Context: an optimization exercise on an open-source flow, tuned for small area, a short achievable clock period and few clock cycles per item. The choices shown serve that exercise and are no tape-out recipe. In this exercise RTL edits were held to simulation tests only and were not proved equivalent to the original.

==> flow/design.v (outline; a module is shown in full before it is edited, if it fits) <==
// module pixel_unit: 2588 lines
module pixel_unit (
    input  wire        clk,
    input  wire        rst,
    input  wire        in_valid,
    output wire        in_ready,
    input  wire [2:0]  in_op,
    input  wire [1:0]  in_pal,
    input  wire [15:0] in_thresh,
    input  wire [1:0]  in_x,
    input  wire [1:0]  in_y,
    input  wire [31:0] in_pix,
    output reg         out_valid,
    input  wire        out_ready,
    output wire [31:0] out_pix,
    output wire [1:0]  out_idx,
    output wire [31:0] out_dist,
    output wire        out_err
);
  // ...
==> flow/run.sh <==
#!/bin/bash
# synth_recipe.tcl (not shown) runs the flow's synth.tcl, then flattens the netlist and writes it again
# the make line also repeats each setting of config.mk as NAME=value (left out here)
make -C /OpenROAD-flow-scripts/flow DESIGN_CONFIG=/design/flow/config.mk WORK_HOME=/design/flow/orfs CLKGATE_MAP_FILE= SYNTH_SCRIPT=/design/flow/synth_recipe.tcl finish
==> flow/config.mk <==
export PLATFORM = sky130hd
export DESIGN_NAME = pixel_unit
export DESIGN_NICKNAME = pixel_unit
export VERILOG_FILES = /design/flow/design.v
export SDC_FILE = /design/flow/constraint.sdc
export NUM_CORES = 4
export LEC_CHECK = 0
export CAP_MARGIN = 20
export CORE_MARGIN = 2
export CORE_UTILIZATION = 40
export SLEW_MARGIN = 20
==> flow/constraint.sdc <==
create_clock -name core_clock -period 125.0 [get_ports {clk}]
set_input_delay 25.0000 -clock core_clock [delete_from_list [all_inputs] [get_ports {clk}]]
set_output_delay 25.0000 -clock core_clock [all_outputs]
set_load 0.01 [all_outputs]
==> reports/results.txt, run 1 <==
The run finished with no timing, DRC or antenna violations. The met1 layer usage reported by global route came out at 33.86%. Post-synthesis cell type with the largest combined area: sky130_fd_sc_hd__fa_1.

In the final layout, non-clock buffers account for 4.911% of the cell area. The worst hold path belongs to the class flop to flop. Dominant kind of cell by area: multi-input gates. Placeable core region: 0.07321 mm2. The tools report the level count of the clock H-tree as 4. The routed design has 88,560 um of wire.

The logs give 1.34 ns for the arrival time at the worst endpoint and 0 for the total of max-cap violations. For the area used by multi-input combinational logic, the log shows 0.02208 mm2. In the synthesized netlist, the number of instances is 3,010. The layout contains a multi-input combinational cell count of 2,000.

In the final timing run, aggregate negative setup slack is 0 ns. Of the total standard cell area in the layout, the multi-input combinational portion is 67.59%.

The startpoint identified for the worst hold timing path is rs_data[28]. The largest registers in the layout are ir_pix x32, or_pix x32, rs_data x32. The most critical setup path has its startpoint at or_pix[21]. Static timing analysis puts the maximum clock frequency at 37.96 MHz. Summing all flip-flop and latch instances after layout gives 0.004355 mm2. The tools report the met3 routed wirelength as 6813 um. STA puts the critical path data required time at 100.00 ns. The number of clock buffer instances in the layout came out at 17. Kind of end point of the critical path: an output pin. The clock passes through at most 2 buffers. The horizontal extent of the die works out to 276.2 um. Register bit count reported by yosys: 161. In the synthesized netlist, mux cells make up 1.465% of the area. The slew at the pin with the worst max-slew slack came out at 1.110 ns.

Once the clock tree was built, the resizer swapped 0 gates to a different size. The simple logic cell fraction of the synthesized area came out at 11.46%. In the routed layout, each cell is associated on average with a via count of 5.254.

For the row count, the log shows 99. The xor and xnor area share after synthesis came out at 1.591%. Count of warnings emitted by yosys: 1.
Testbench counts, summed over its fixed seeds: cycles 32,016, items 32,000.
==> run 2, diff against run 1 <==
--- a/flow/design.v
+++ b/flow/design.v
@@ -2526,25 +2526,26 @@
                   end
             default: res_err = 1'b1;
         endcase
     end
     reg        rs_v;
     reg [31:0] rs_data;
     reg [1:0]  rs_idx;
     reg        rs_err, rs_near;
-    reg [31:0] or_pix;
-    reg [27:0] or_dist;
+    reg [31:0] or_data;
     reg [1:0]  or_idx;
     reg        or_err;
+    reg        or_near;                   
+    reg        or_keep;                   
+    reg        or_set0, or_set1, or_set2;  
     reg        in_rdy;
-    wire adv = out_ready;
+    wire adv = !out_valid || out_ready;
     assign in_ready = in_rdy;
-    wire ir_en  = !(rs_v && ir_v);
-    wire ir_v_n = ir_en ? in_valid : 1'b1;
+    wire ir_v_n = in_rdy ? in_valid : 1'b1;
     wire rs_v_n = rs_v ? !adv : (!adv && ir_v);
     always @(posedge clk) begin
         if (rst) begin
             ir_v      <= 1'b0;
             rs_v      <= 1'b0;
             out_valid <= 1'b0;
             in_rdy    <= 1'b1;
         end else begin
@@ -2554,35 +2555,42 @@
             if (adv) out_valid <= rs_v || ir_v;
         end
     end
     wire [31:0] n_data = rs_v ? rs_data : res_data;
     wire [1:0]  n_idx  = rs_v ? rs_idx  : res_idx;
     wire        n_err  = rs_v ? rs_err  : res_err;
     wire        n_near = rs_v ? rs_near : res_near;
     always @(posedge clk) begin
-        if (ir_en) begin
+        if (in_rdy) begin
             ir_op  <= in_op;
             ir_pal <= in_pal;
             ir_t   <= in_thresh[7:0];
             ir_thi <= |in_thresh[15:8];
             ir_x   <= in_x;
             ir_y   <= in_y;
             ir_pix <= in_pix;
         end
         if (!rs_v) begin
             rs_data <= res_data;
             rs_idx  <= res_idx;
             rs_err  <= res_err;
             rs_near <= res_near;
         end
         if (adv) begin
-            or_pix  <= n_near ? {8'hFF, {8{n_idx == 2'd1}}, {8{n_idx[0]}}, {8{n_idx != 2'd0}}} : n_data;
-            or_dist <= n_near ? n_data[27:0] : 28'd0;
+            or_data <= n_data;
             or_idx  <= n_idx;
             or_err  <= n_err;
+            or_near <= n_near;
+            or_keep <= !n_near;
+            or_set0 <= n_near && (n_idx != 2'd0);
+            or_set1 <= n_near && n_idx[0];
+            or_set2 <= n_near && (n_idx == 2'd1);
         end
     end
-    assign out_pix  = or_pix;
-    assign out_dist = {4'd0, or_dist};
+    assign out_pix  = {{8{or_near}} | (or_data[31:24] & {8{or_keep}}),
+                       {8{or_set2}} | (or_data[23:16] & {8{or_keep}}),
+                       {8{or_set1}} | (or_data[15:8]  & {8{or_keep}}),
+                       {8{or_set0}} | (or_data[7:0]   & {8{or_keep}})};
+    assign out_dist = {4'd0, or_data[27:0] & {28{or_near}}};
     assign out_idx  = or_idx;
     assign out_err  = or_err;
 endmodule
==> run 2 against run 1 <==
- synthesized cell count fell by 1.4%
- worst hold slack got worse by 0.014 ns
- largest cell class unchanged
==> reports/results.txt, run 2 <==
The flow ran to the end and the layout has no timing, DRC or antenna violations. Sorting the synthesized cells by how often they occur yields sky130_fd_sc_hd__inv_1 (714), sky130_fd_sc_hd__fa_1 (665), sky130_fd_sc_hd__nand2_1 (223). The post-CTS setup-driven buffer insertion count is 0. Ranked by total cell area, the synthesized netlist is headed by sky130_fd_sc_hd__fa_1 (46%), sky130_fd_sc_hd__edfxtp_1 (9.3%), sky130_fd_sc_hd__inv_1 (9.3%), sky130_fd_sc_hd__ha_1 (7.6%), sky130_fd_sc_hd__dfxtp_1 (3.3%). The tools report the kind of end point of the critical path as an output pin. The total CTS buffers came out at 17. The logs give 0 for the final number of setup-violating endpoints and 4 (unchanged) for the level count of the clock H-tree. For the total of hold buffers inserted after clock tree synthesis, the log shows 0. The min-delay analysis places its worst path in the category flop to flop.

The tightest slew margin relative to the limit came out at 22.51%. Setup repair after global routing left no endpoint under its margin. The run gives 83,280 um (-6.0%) as the final wirelength. The class of the most critical setup path was flop to output pin.

The final layout contains 3,960 nets. Entering global routing, the biggest net connects 177 pins. Critical path's top delay family: flip-flops. The run gives 0 as the number of endpoints with negative hold slack in the final report. For the finished layout, the period the worst path requires is 27.15 ns.

Routability-driven placement finished with a final weighted congestion of 0.9761. Of the available clock period, the critical path in the final layout requires 21.72%. The final routed DRC violation total is 0. Library cell used as clock root buffer: sky130_fd_sc_hd__clkbuf_16. The critical path goes through and2_1 -> clkdlybuf4s50_1. Largest driver fanout on the critical path: 36. Between clock sinks in the finished design, the worst skew comes to 0.01796 ns.

Worst path required time: 100.00 ns (about the same). The highest clock rate came out at 36.83 MHz (-3.0%). The startpoint identified for the worst register-to-register timing path is ir_pix[2]. Dividing the detail-routed wire length by the instance count gives 20.71 um.

The most common cell in the synthesized netlist was sky130_fd_sc_hd__inv_1. The number of gates given a new drive strength after cts was 0 (unchanged); the initial antenna violation count was 2. A synthesized cell averages 9.737 um2.

The pre-CTS setup slack is 98.18 ns, and the number of vias in the routed layout is 20,880. The post-synthesis async set-or-reset flop share was 0%; the horizontal extent of the die was 272.8 um (-1.2%). The logs give 0.003666 mm2 (-16%) for the sequential cell area and 97.85 ns for the minimum setup slack in the final design. The biggest area contributor in the post-synthesis netlist is sky130_fd_sc_hd__fa_1. Sequential cells were found to cover 12.67% of the synthesized design area. In this run the number of cells on the critical path is 2. The vias per cell is 5.191 (-1.2%), and the count of routing violations after the opening detailed-route iteration is 1,424. The most used flip-flop cell after synthesis is sky130_fd_sc_hd__edfxtp_1. The clock latency on the worst-skew pair is 0.45 ns. The number of antenna diodes in the final layout is 0.

Clock edge transition at the registers on the reported setup and hold paths: 0.07 ns. Count of warnings emitted by yosys: 1 (unchanged). For the cell count after synthesis, the log shows 2,969 (-1.4%).

The largest stage delay on the critical path is 0.94 ns, and the post-synthesis cell type count is 85. The depth of the most critical reg-to-reg path is 75. The first TritonRoute pass finished after 6 iterations. The logs give 0 ns (unchanged) for the final sum of negative setup slack and 0 for the aggregate global routing overflow. The total routing usage reported by global routing was 23.16%. Once the floorplan was initialized, standard cells occupied 40.44% of the core. The run gives 98 (-1.0%) as the row count. Leaving out fill and tap cells, the most frequent cell in the layout is sky130_fd_sc_hd__inv_1. Pin placement for this block handled 130 I/O pins. The largest registers in the layout are ir_pix x32, or_data x32, rs_data x32. For the number of global-route vias before repair, the log shows 21,980. The chip height was 272.8 um; the area used by multi-input combinational logic was 0.02216 mm2 (+0.40%). The total number of clock tree sinks is 138.

The tools report the total of max-cap violations as 0 (unchanged). The count of buffer and inverter cells on the critical path came out at 1. Cells with a size suffix above 1 make up 4.297% of the layout. The tools report the max-slew violation count as 0.

The startpoint of the most critical hold path is rs_data[18]. The start point of the critical path was or_near. The number of synthesized flops with an enable pin was 90. The die covers 0.07444 mm2. The filler cell count in the final layout came out at 6,896.

Leaving out fill and tap cells, the most frequent cells in the layout are sky130_fd_sc_hd__inv_1 (714), sky130_fd_sc_hd__fa_1 (665), sky130_fd_sc_hd__nand2_1 (223). The number of cells on the worst hold path works out to 2. The run gives 2.15 ns (+0.81 ns) as the arrival time at the worst endpoint. Relative to the synthesized area, the layout overhead comes to 10.47%.

The placeable core region is 0.07149 mm2 (-2.4%), and the wire length of the first global-routing pass is 130,300 um. The slew at the pin with the worst max-slew slack is 1.155 ns (+0.04548 ns). In this run the biggest area consumer among cell types represents 46.05% of the synthesized area. The number of buffers between clock root and the deepest sink was 2 (unchanged).

The worst setup path is launched from a flop. The count of port buffers added during placement is 125, and the register bit count reported by yosys is 138 (-14%). The cell area after synthesis was 0.02891 mm2. The slowest stage of the critical path belongs to the cell sky130_fd_sc_hd__edfxtp_1. The detail route stage leaves a number of antenna-violating nets equal to 0. After legalization and detailed placement, the total HPWL measured 66,420 um.

TritonCTS built the clock tree. Across all hold checks on the routed design, the worst slack comes to 0.4522 ns.
[run 2: stage by stage]
stage,instance area (um2),utilization [%],instances
after floorplan,28920,-,2973
final,31930,44.67,4022
after global routing,31930,44.67,4022
after detailed placement,31310,43.80,3989
after CTS,31900,44.62,4021
after global placement,31310,43.80,3989
[run 2: final cells by class]
cell class / count / share of cell area [%]
clock inverter: 9 / 0.2194
clock buffer: 23 / 1.630
sequential: 138 / 11.48
tap: 950 / 3.722
timing repair buffer: 171 / 5.101
inverter: 718 / 8.440
multi-input combinational: 2013 / 69.41
[run 2: per-layer routing]
layer,GRT usage [%],up-vias,wire length [um]
li1,-,9348,-
met1,32.60,10670,36090
met2,36.99,744,38800
met3,4.226,115,6073
met4,5.928,2,2301
met5,0,-,11
[run 2: kinds of logic (layout without fill, tap and decap cells)]
kind of cell	count (synthesis)	count (layout)	share of synthesized area, %
DFF	138	138	12.67
muxes	37	37	1.376
and+or+nand+nor	727	727	11.71
other	1	5	0.01297
AOI/OAI and AO/OA	339	339	7.813
adders and majority gates	851	851	54.02
buffers and inverters	822	921	10.74
xor gates and xnor gates	54	54	1.662
[run 2: tightest hold or removal path: stages (launching register included)]
cell,delay [ns]
sky130_fd_sc_hd__dfxtp_1,0.30
sky130_fd_sc_hd__inv_1,0.04
sky130_fd_sc_hd__a21oi_1,0.06
[run 2: path summary, 6_finish.rpt]
check	to	slack, ns
max	out_dist[12]	97.85
min	rs_data[18]	0.45
max reg2reg	or_data[14]	100.33
min reg2reg	rs_data[18]	0.45
Testbench counts of run 2, summed over its fixed seeds: cycles 32,016, items 32,000.
==> run 3, diff against run 2 <==
--- a/flow/config.mk
+++ b/flow/config.mk
@@ -8,4 +8,6 @@
 export CAP_MARGIN = 20
 export CORE_MARGIN = 2
 export CORE_UTILIZATION = 40
+export CTS_BUF_LIST = sky130_fd_sc_hd__clkbuf_8
+export CTS_CLUSTER_SIZE = 40
 export SLEW_MARGIN = 20
==> run 3 against run 2 <==
- die area unchanged
- fmax down 0.25%
- register-to-register slack better by 0.02 ns
- final cell count unchanged
- first-iteration DRC count down 2.2%
- non-clock buffer count unchanged
- sequential share of layout area up 0.066 points
- final area down 0.57%
==> reports/results.txt, run 3 <==
The tightest slew margin relative to the limit was 23.36% (+0.85 points). The placeable core region is 0.07149 mm2 (unchanged), and the overall die area is 0.07444 mm2 (unchanged). The wire length of the first global-routing pass is 130,200 um (about the same), and the post-detailed-route count of antenna-violating nets is 0 (unchanged).

Kind of end point of the critical path: an output pin. The tools report the start point of the critical path as or_near. The total number of clock tree sinks was 138 (unchanged); the number of buffers between clock root and the deepest sink was 2 (unchanged). The most instantiated flip-flop cell in the synthesis netlist is sky130_fd_sc_hd__edfxtp_1.

Max-slew violation count: 0 (unchanged). For the sequential cell area fraction in the yosys report, the log shows 12.67% (unchanged). The count of port buffers added during placement is 125 (unchanged), and the largest driver fanout on the critical path is 36 (unchanged). The post-synthesis cell type with the largest combined area is sky130_fd_sc_hd__fa_1.

The cell count after synthesis came out at 2,969 (unchanged). The run gives 0 (unchanged) as the total of max-cap violations. Slew at the pin with the worst max-slew slack: 1.143 ns (-0.01266 ns).

Post-detailed-route wirelength per cell: 20.71 um (about the same). Setup repair after global routing left no endpoint under its margin. The logs give 66,420 um (unchanged) for the final HPWL from detailed placement and 44.42% (-0.25 points) for the final core utilization. The aggregate global routing overflow was 0 (unchanged).

The mean instance size in the synthesized netlist works out to 9.737 um2 (unchanged). The largest clock skew in the final design is 0.02583 ns (+0.007875 ns). The minimum clock period after layout was 27.22 ns (+0.06900 ns). The number of placed I/O pins came out at 130 (unchanged).

Number of gates given a new drive strength after cts: 0 (unchanged). The initial standard-cell utilization of the core came out at 40.44% (unchanged). For the routability congestion estimate from global placement, the log shows 0.9761 (unchanged).

For the number of vias in the routed layout, the log shows 20,930 (+0.26%). For the minimum setup slack in the final design, the log shows 97.78 ns (-0.06900 ns). The top cell types in the final layout, fill and taps aside, are sky130_fd_sc_hd__inv_1 (715), sky130_fd_sc_hd__fa_1 (665), sky130_fd_sc_hd__nand2_1 (223).

The total cell area at the placement stage came out at 0.03131 mm2 (unchanged). TritonCTS built the clock tree. The cell area after synthesis came out at 0.02891 mm2 (unchanged). For the count of warnings emitted by yosys, the log shows 1 (unchanged). The startpoint identified for the worst register-to-register timing path is ir_pix[2]. The setup slack on the worst flop-to-flop path is 100.35 ns (+0.02 ns), and the share of final-layout standard cells stronger than drive strength 1 is 4.297% (unchanged). The run gives 0 (unchanged) as the final number of setup-violating endpoints. The worst setup path is of the flop to output pin kind. Yosys instantiated no cell more often than sky130_fd_sc_hd__inv_1. The flow ran to the end and the layout has no timing, DRC or antenna violations. For the number of search-and-repair iterations in the first detailed-routing pass, the log shows 8 (+2). Compared with the post-synthesis result, the final layout area differs by 9.838%. The highest clock rate is 36.74 MHz (-0.25%). Ranked by total cell area, the synthesized netlist is headed by sky130_fd_sc_hd__fa_1 (46%), sky130_fd_sc_hd__edfxtp_1 (9.3%), sky130_fd_sc_hd__inv_1 (9.3%), sky130_fd_sc_hd__ha_1 (7.6%), sky130_fd_sc_hd__dfxtp_1 (3.3%). The tools report the arrival time at the worst endpoint as 2.22 ns (+0.07 ns).

By count the netlist is led by sky130_fd_sc_hd__inv_1 (714), sky130_fd_sc_hd__fa_1 (665), sky130_fd_sc_hd__nand2_1 (223). For the row count, the log shows 98 (unchanged). The clock edge transition at the registers on the reported setup and hold paths is 0.09 ns (+0.02 ns). Share of the synthesized area in the top cell type: 46.05% (unchanged).

For the total CTS buffers, the log shows 17 (unchanged). The post-synthesis async set-or-reset flop share works out to 0% (unchanged). The horizontal extent of the die came out at 272.8 um (unchanged).

For the post-CTS setup-driven buffer insertion count, the log shows 0 (unchanged). The path class of the lowest-slack min-delay path is flop to flop. The logs give 1,392 (-2.2%) for the count of routing violations after the opening detailed-route iteration and 100.00 ns (about the same) for the worst path required time.

The level count of the clock H-tree is 4 (unchanged). In the final layout, the registers with the most flip-flops are ir_pix x32, or_data x32, rs_data x32. The final routed DRC violation total was 0 (unchanged); the total of hold buffers inserted after clock tree synthesis was 0 (unchanged). The run gives 85 (unchanged) as the post-synthesis cell type count. The run gives 0 ns (unchanged) as the final sum of negative setup slack.

The tree is rooted in a sky130_fd_sc_hd__clkbuf_8. Leaving out fill and tap cells, the most frequent cell in the layout is sky130_fd_sc_hd__inv_1. Finished layout cell area: 0.03175 mm2 (-0.57%). The chip height came out at 272.8 um (unchanged). The worst setup path is launched from a flop. The number of placed instances, taps included was 3,989 (unchanged).

The total routing usage reported by global routing is 23.20% (+0.034 points), and the count of antenna diodes in the layout is 0 (unchanged). The tools report the net count reported at finish as 3,960 (unchanged). The worst hold slack is 0.4470 ns (-0.005250 ns). The vias per cell is 5.205 (+0.26%).

The run gives 98.18 ns (unchanged) as the pre-CTS setup slack. Startpoint of the most critical hold path: rs_data[16]. The final wirelength came out at 83,310 um (about the same). The register bit count reported by yosys was 138 (unchanged). The number of synthesized flops with an enable pin is 90 (unchanged).

The pin count of the biggest net entering global routing is 177 (unchanged). The final cycle utilization of the critical path is 21.78% (+0.055 points). The initial antenna violation count is 2 (unchanged). The clock latency on the worst-skew pair was 0.50 ns (+0.05 ns); the number of global-route vias before repair was 22,000 (+0.086%).

The number of endpoints with negative hold slack in the final report was 0 (unchanged). The filler-free cell count of the finished design was 4,022 (unchanged).
run 3: worst paths after layout:
check / end / cells past startpoint
hold / removal: rs_data[16] / 2
setup / recovery: out_dist[12] / 2
setup reg to reg: or_data[14] / 75
hold reg to reg: rs_data[16] / 2
run 3: worst max-delay path: stages, from the launching register on:
cell                              delay [ns]
sky130_fd_sc_hd__edfxtp_1               0.95
sky130_fd_sc_hd__and2_1                 0.23
sky130_fd_sc_hd__clkdlybuf4s50_1        0.54
run 3: cell families (layout without fill, tap and decap cells):
family | count (synthesis) | in the layout | synth area share, %
AOI/OAI and AO/OA | 339 | 339 | 7.813
adders and majority gates | 851 | 851 | 54.02
buffers and inverters | 822 | 921 | 10.74
other | 1 | 5 | 0.01297
DFF | 138 | 138 | 12.67
and+or+nand+nor | 727 | 727 | 11.71
xor gates and xnor gates | 54 | 54 | 1.662
muxes | 37 | 37 | 1.376
run 3: area by class of cell:
cell class | instances | area (um2)
repair buffers | 171 | 1629
fillers | 6919 | 39730
clock inverters | 12 | 133.9
inverters | 718 | 2695
well taps | 950 | 1189
flip-flops and latches | 138 | 3666
clock buffers | 20 | 275.3
multi-input cells | 2013 | 22160
run 3: layer usage:
metal,vias to the layer above,GRT usage [%],share of wire (%)
li1,9341,-,-
met1,10710,32.45,43
met2,754,36.90,47
met3,123,4.393,7.1
met4,2,6.492,2.8
met5,-,0,0.013

[afterwards: timing with drivers on the ports]
The flow's constraints put no driver on any port. The routed layouts listed below were extracted and timed again, unchanged, in two steps. Step 1 assumes that a clkbuf_16 drives the clock port and a buf_2 every other input. Step 2 times the ports against the registers' clock, not the clock port: input delays grow and output delays shrink by t, the midpoint of the rising clock arrivals with the driver on. a / b / c = no drivers / after step 1 / after step 2; a / b = the first two.
run	t (ns)	setup slack, ns	worst setup path after step 2	latest minus earliest clock arrival (ns)
run 1	0.502	98.656 / 98.598 / 98.837	input to register	0.021 / 0.021
run 2	0.489	97.847 / 97.798 / 98.287	register to output	0.019 / 0.019
run 3	0.536	97.778 / 97.729 / 98.265	register to output	0.028 / 0.029
After both steps setup and hold are still met in every run listed.
